Source: an optimization exercise on an open RTL-to-GDS flow (aim: small area and a short achievable clock period). Production flows keep margins and buffers that such runs may drop. The RTL was checked by simulation tests, not by an equivalence proof against the original design. Power figures rest on the tool's default switching activity, not on a simulated workload.

== build 46 ==
Design fsk_rx, start of the top module:
module fsk_rx (
    input  wire        clk,
    input  wire        rst,           
    input  wire        in_valid,
    input  wire [15:0] in_i,
    input  wire [15:0] in_q,
    output reg         db_valid,
    output wire [7:0]  db_level,
    output wire [31:0] db_maxsq,
    output reg         hit_valid,
    output reg         byte_valid,
    output wire [7:0]  byte_data,
    output reg         byte_first,
    output reg         byte_last
);
    localparam [31:0] SYNC_WORD = 32'h8E89BED6;
    reg        v0;
    reg [15:0] i0, q0;
    reg [10:0] rawcnt;
    always @(posedge clk) begin
        v0 <= in_valid & ~rst;
        i0 <= in_i;
        q0 <= in_q;
    end
    always @(posedge clk) begin
        if (rst)
            rawcnt <= 11'd0;
        else if (v0)
            rawcnt <= rawcnt + 11'd1;
    end
    wire sym_take = v0 & (rawcnt[1:0] == 2'b11);
    wire [32:0] mag_s, mag_c, mag_t;
  wire mt_1, mt_2, mt_3, mt_4, mt_5, mt_6, mt_7, mt_8, mt_9, mt_10, mt_11, mt_12, mt_13, mt_14, mt_15, mt_16;
  wire mt_17, mt_18, mt_19, mt_20, mt_21, mt_22, mt_23, mt_24, mt_25, mt_26, mt_27, mt_28, mt_29, mt_30, mt_31, mt_32;
  wire mt_33, mt_34, mt_35, mt_36, mt_37, mt_38, mt_39, mt_40, mt_41, mt_42, mt_43, mt_44, mt_45, mt_46, mt_47, mt_48;
  wire mt_49, mt_50, mt_51, mt_52, mt_53, mt_54, mt_55, mt_56, mt_57, mt_58, mt_59, mt_60, mt_61, mt_62, mt_63, mt_64;
  wire mt_65, mt_66, mt_67, mt_68, mt_69, mt_70, mt_71, mt_72, mt_73, mt_74, mt_75, mt_76, mt_77, mt_78, mt_79, mt_80;
  wire mt_81, mt_82, mt_83, mt_84, mt_85, mt_86, mt_87, mt_88, mt_89, mt_90, mt_91, mt_92, mt_93, mt_94, mt_95, mt_96;
  wire mt_97, mt_98, mt_99, mt_100, mt_101, mt_102, mt_103, mt_104, mt_105, mt_106, mt_107, mt_108, mt_109, mt_110, mt_111, mt_112;
  ...
For scale: about 3200 cells after synthesis, roughly 410 flip-flops, ~88 I/O pins, about 30000 sq um of cells after synthesis.
clock: 12.0 ns
lec_check: 0
cap_margin: 20
core_margin: 2
core_utilization: 40
cts_cluster_diameter: 100
cts_cluster_size: 25
slew_margin: 20
standard.sh (not shown) runs the stock make flow with config.mk's settings and CLKGATE_MAP_FILE= SYNTH_SCRIPT=/design/flow/synth_recipe.tcl, a recipe that flattens the netlist after the stock synthesis.
==> flow/flow/run.sh <==
#!/bin/bash
set -euo pipefail
bash standard.sh "BUFFER_PORTS_ARGS=-buffer_cell sky130_fd_sc_hd__buf_2" SETUP_SLACK_MARGIN=8.1 finish > standard.log 2>&1
The inputs of build 6 differ from those of build 46 as listed below.
Settings: swapping 100 for 60 in CTS_CLUSTER_DIAMETER.
==> flow/flow/run.sh <==
#!/bin/bash
set -euo pipefail
bash standard.sh "BUFFER_PORTS_ARGS=-buffer_cell sky130_fd_sc_hd__buf_2" SETUP_SLACK_MARGIN=8.3 finish > standard.log 2>&1
### Flow results
[build 6 vs build 46] power share of the clock group: higher in build 6. In the metrics for build 46 and build 6, the one carrying the lower non-clock buffer count is build 46. Build 46 consumes less power than build 6. Build 6 -> build 46: max-slew violation count delta 0, exact match. Build 6: full flow OK, the timing, DRC and antenna checks passed. Top achievable clock speed (build 6 over build 46): increase, about 2.5%. Re worst-path maximum fanout: build 6 is 6 down on build 46.
The inputs of build 5 differ from those of build 6 as listed below.
Settings: clearing CTS_CLUSTER_DIAMETER, which used to be 60; clearing CTS_CLUSTER_SIZE, which used to be 25.
==> flow/flow/run.sh <==
#!/bin/bash
set -euo pipefail
bash standard.sh "BUFFER_PORTS_ARGS=-buffer_cell sky130_fd_sc_hd__buf_2" SETUP_SLACK_MARGIN=8.5 finish > standard.log 2>&1
Results
The final reports for build 5 and build 6 show final standard cell count with taps included and fillers excluded higher in the former. Build 5 ended up with reg -> reg as its kind of critical path; build 6 ended up with reg -> out. Number of cells upsized or downsized after cts was higher in the run labelled build 5. Looking only at detailed router's first-iteration violation count, and setting everything else aside, the higher value of build 6 and build 5 goes to build 5. Delta (build 5 minus build 6): area added between synthesis and finish increased by 2.3 points relative to the old numbers; number of pins exceeding their max-slew limit in the final report closely matched the old numbers; count of clock buffers in the final design increased by 57% relative to the old numbers. From build 6 to build 5 the numbers moved as follows: maximum root-to-sink buffer count shows no meaningful change; aggregate routed wire length shows an increase of about 0.6%; initial cell density of the core shows no meaningful change; combinational group share of total power shows a reduction of 1.3 points.
The following lists how build 66 was set up differently from build 5:
==> flow/flow/run.sh <==
#!/bin/bash
set -euo pipefail
bash standard.sh "BUFFER_PORTS_ARGS=-buffer_cell sky130_fd_sc_hd__buf_2" SETUP_SLACK_MARGIN=8.65 finish > standard.log 2>&1
Results
Compared with build 5, in build 66 final cell count moved up; final cycle utilization of the critical path barely changed; power share of the combinational group rose 1.8 points; worst setup slack rose 12 ps; share of final-layout standard cells stronger than drive strength 1 rose 1.7 points. Run comparison: build 5 critical path class reg -> reg; build 66 critical path class reg -> out. Build 66 vs build 5: count of clock-net buffers in the final layout down by a few percent.


Another version of the RTL of fsk_rx (not shown whole).
Size: about 3200 cells after synthesis, roughly 410 flip-flops, about 88 I/O pins, about 0.030 mm2 of cells after synthesis.
==> flow/config.mk <==
export PLATFORM = sky130hd
export DESIGN_NAME = fsk_rx
export DESIGN_NICKNAME = fsk_rx
export VERILOG_FILES = /design/flow/design.v
export SDC_FILE = /design/flow/constraint.sdc
export NUM_CORES = 4
export LEC_CHECK = 0
export CAP_MARGIN = 20
export CORE_MARGIN = 2
export CORE_UTILIZATION = 40
export SLEW_MARGIN = 20
==> flow/constraint.sdc <==
create_clock -name core_clock -period 12.0 [get_ports {clk}]
set_input_delay 2.4000 -clock core_clock [delete_from_list [all_inputs] [get_ports {clk}]]
set_output_delay 2.4000 -clock core_clock [all_outputs]
set_load 0.01 [all_outputs]
==> flow/flow/run.sh <==
#!/bin/bash
set -euo pipefail
bash standard.sh "BUFFER_PORTS_ARGS=-buffer_cell sky130_fd_sc_hd__buf_2" SETUP_SLACK_MARGIN=8.3 finish > standard.log 2>&1
The first run passed the timing, DRC and antenna checks.
Change:
==> flow/run.sh (new file) <==
#!/bin/bash
# synth_recipe.tcl (not shown) runs the flow's synth.tcl, then flattens the netlist and writes it again
# the make line also repeats each setting of config.mk as NAME=value (left out here)
make -C /OpenROAD-flow-scripts/flow DESIGN_CONFIG=/design/flow/config.mk WORK_HOME=/design/flow/orfs CLKGATE_MAP_FILE= SYNTH_SCRIPT=/design/flow/synth_recipe.tcl finish
removed: flow/flow/run.sh
removed: flow/standard.sh
Outcome: The changed run finished with timing, DRC and antenna clean; design area increases by about 0.3%; global-route usage decreases by 0.20 points; register-to-register slack loses 0.34 ns; wire length decreases by about 1.6%; power decreases by 1.6%; via count decreases by about 0.4%; combinational power decreases by about 4%; first-iteration DRC count hardly moves; hold slack gains 0.0034 ns; non-clock buffer count decreases by 24.
Change:
==> flow/flow/run.sh (new file) <==
#!/bin/bash
set -euo pipefail
bash standard.sh "BUFFER_PORTS_ARGS=-buffer_cell sky130_fd_sc_hd__buf_2" SETUP_SLACK_MARGIN=8.5 finish > standard.log 2>&1
==> flow/standard.sh (new file) <==
#!/bin/bash
# synth_recipe.tcl (not shown) runs the flow's synth.tcl, then flattens the netlist and writes it again
# the make line also repeats each setting of config.mk as NAME=value (left out here)
make -C /OpenROAD-flow-scripts/flow DESIGN_CONFIG=/design/flow/config.mk WORK_HOME=/design/flow/orfs CLKGATE_MAP_FILE= SYNTH_SCRIPT=/design/flow/synth_recipe.tcl "${@:-finish}"
removed: flow/run.sh
The new run finished clean.
Final area rises by 1.5%.
Cell count rises by 1.3%.
Setup slack gets better by 0.45 ns.
Sequential cell count is unchanged.
Power rises by 3.6%.
Register-to-register slack gets better by 0.43 ns.
Synthesized area does not change.
Synthesized cell count is unchanged.
Via count rises by 2.4%.
Critical path depth stays the same.
Change:
Settings changed: PLACE_DENSITY set to 0.75.
Outcome:
- The changed run produced a clean layout
- power increases by 1.6%
- global-route usage came out lower by 0.19 points
- wire length decreases by 0.63%
- synthesized cell count stays the same
- sequential cell count does not change
- design area barely changes
- synthesized area is unchanged
- non-clock buffer count climbs by 6
- cell count barely changes
Change:
==> flow/flow/run.sh (replaced) <==
#!/bin/bash
# The standard layout, with the port buffers made from buf_2 cells.
set -euo pipefail
bash standard.sh "BUFFER_PORTS_ARGS=-buffer_cell sky130_fd_sc_hd__buf_2" finish > standard.log 2>&1
Settings changed: CTS_BUF_LIST set to sky130_fd_sc_hd__clkbuf_4 sky130_fd_sc_hd__clkbuf_8, PLACE_DENSITY 0.75 to not set.
After rerunning: Clock power is about the same; wire length hardly moves; global-route usage is about the same; cell count stays flat; synthesized area stays the same.
Change:
==> flow/flow/run.sh (replaced) <==
#!/bin/bash
set -euo pipefail
bash standard.sh "BUFFER_PORTS_ARGS=-buffer_cell sky130_fd_sc_hd__buf_2" SETUP_SLACK_MARGIN=8.0 finish > standard.log 2>&1
Settings changed: CTS_BUF_LIST sky130_fd_sc_hd__clkbuf_4 sky130_fd_sc_hd__clkbuf_8 to not set.
Result:
- The changed run passed the timing, DRC and antenna checks
- fmax rises by 6.0%
- sequential share of layout area hardly moves
- die area is unchanged
- worst hold slack gets better by 0.013 ns
- cell count falls by 1.3%
- first-iteration DRC count rises by about 4.3%
- final area hardly moves
- worst setup slack gets better by 0.23 ns
- routed wire length is about the same
- sequential power is about the same
- total power rises by about 0.7%

re-timing with driven ports:
In the flow no input, the clock included, has a driving cell. The finished layouts below were timed again as built, in two steps.
Step 1, drivers: a clkbuf_16 drives clk and a buf_2 each remaining input, both assumed.
Step 2, shift: input delay + t, output delay - t, t = (earliest + latest rising clock arrival at the registers) / 2. This alone moves slack from input paths to output paths.
Three values: no drivers, after step 1, after step 2; two values: the first two.
run | t (ns) | setup slack, ns | hold WS [ns] | latest minus earliest clock arrival (ns) | pins driven straight from the clock port
build 46 | 0.633 | 8.235 / 8.235 / 8.235 | 0.425 / 0.425 / 0.425 | 0.033 / 0.033 | 1
build 6 | 0.638 | 8.326 / 8.269 / 8.348 | 0.422 / 0.422 / 0.422 | 0.034 / 0.034 | 1
build 5 | 0.649 | 8.309 / 8.272 / 8.309 | 0.415 / 0.415 / 0.415 | 0.029 / 0.029 | 1
build 66 | 0.635 | 8.321 / 8.265 / 8.325 | 0.420 / 0.420 / 0.420 | 0.031 / 0.032 | 1
the first run of note 2 | 0.643 | 8.260 / 8.243 / 8.260 | 0.415 / 0.415 / 0.415 | 0.035 / 0.035 | 1
the second run of note 2 | 0.654 | 7.866 / 7.802 / 7.921 | 0.418 / 0.418 / 0.418 | 0.036 / 0.036 | 1
the third run of note 2 | 0.645 | 8.313 / 8.251 / 8.164 | 0.435 / 0.435 / 0.435 | 0.020 / 0.020 | 1
the fourth run of note 2 | 0.651 | 8.306 / 8.251 / 8.157 | 0.421 / 0.421 / 0.421 | 0.030 / 0.029 | 1
the fifth run of note 2 | 0.689 | 7.897 / 7.897 / 7.897 | 0.414 / 0.414 / 0.414 | 0.039 / 0.040 | 1
the sixth run of note 2 | 0.645 | 8.129 / 8.129 / 8.129 | 0.427 / 0.427 / 0.427 | 0.034 / 0.034 | 1
After both steps setup and hold are still met in every run listed.
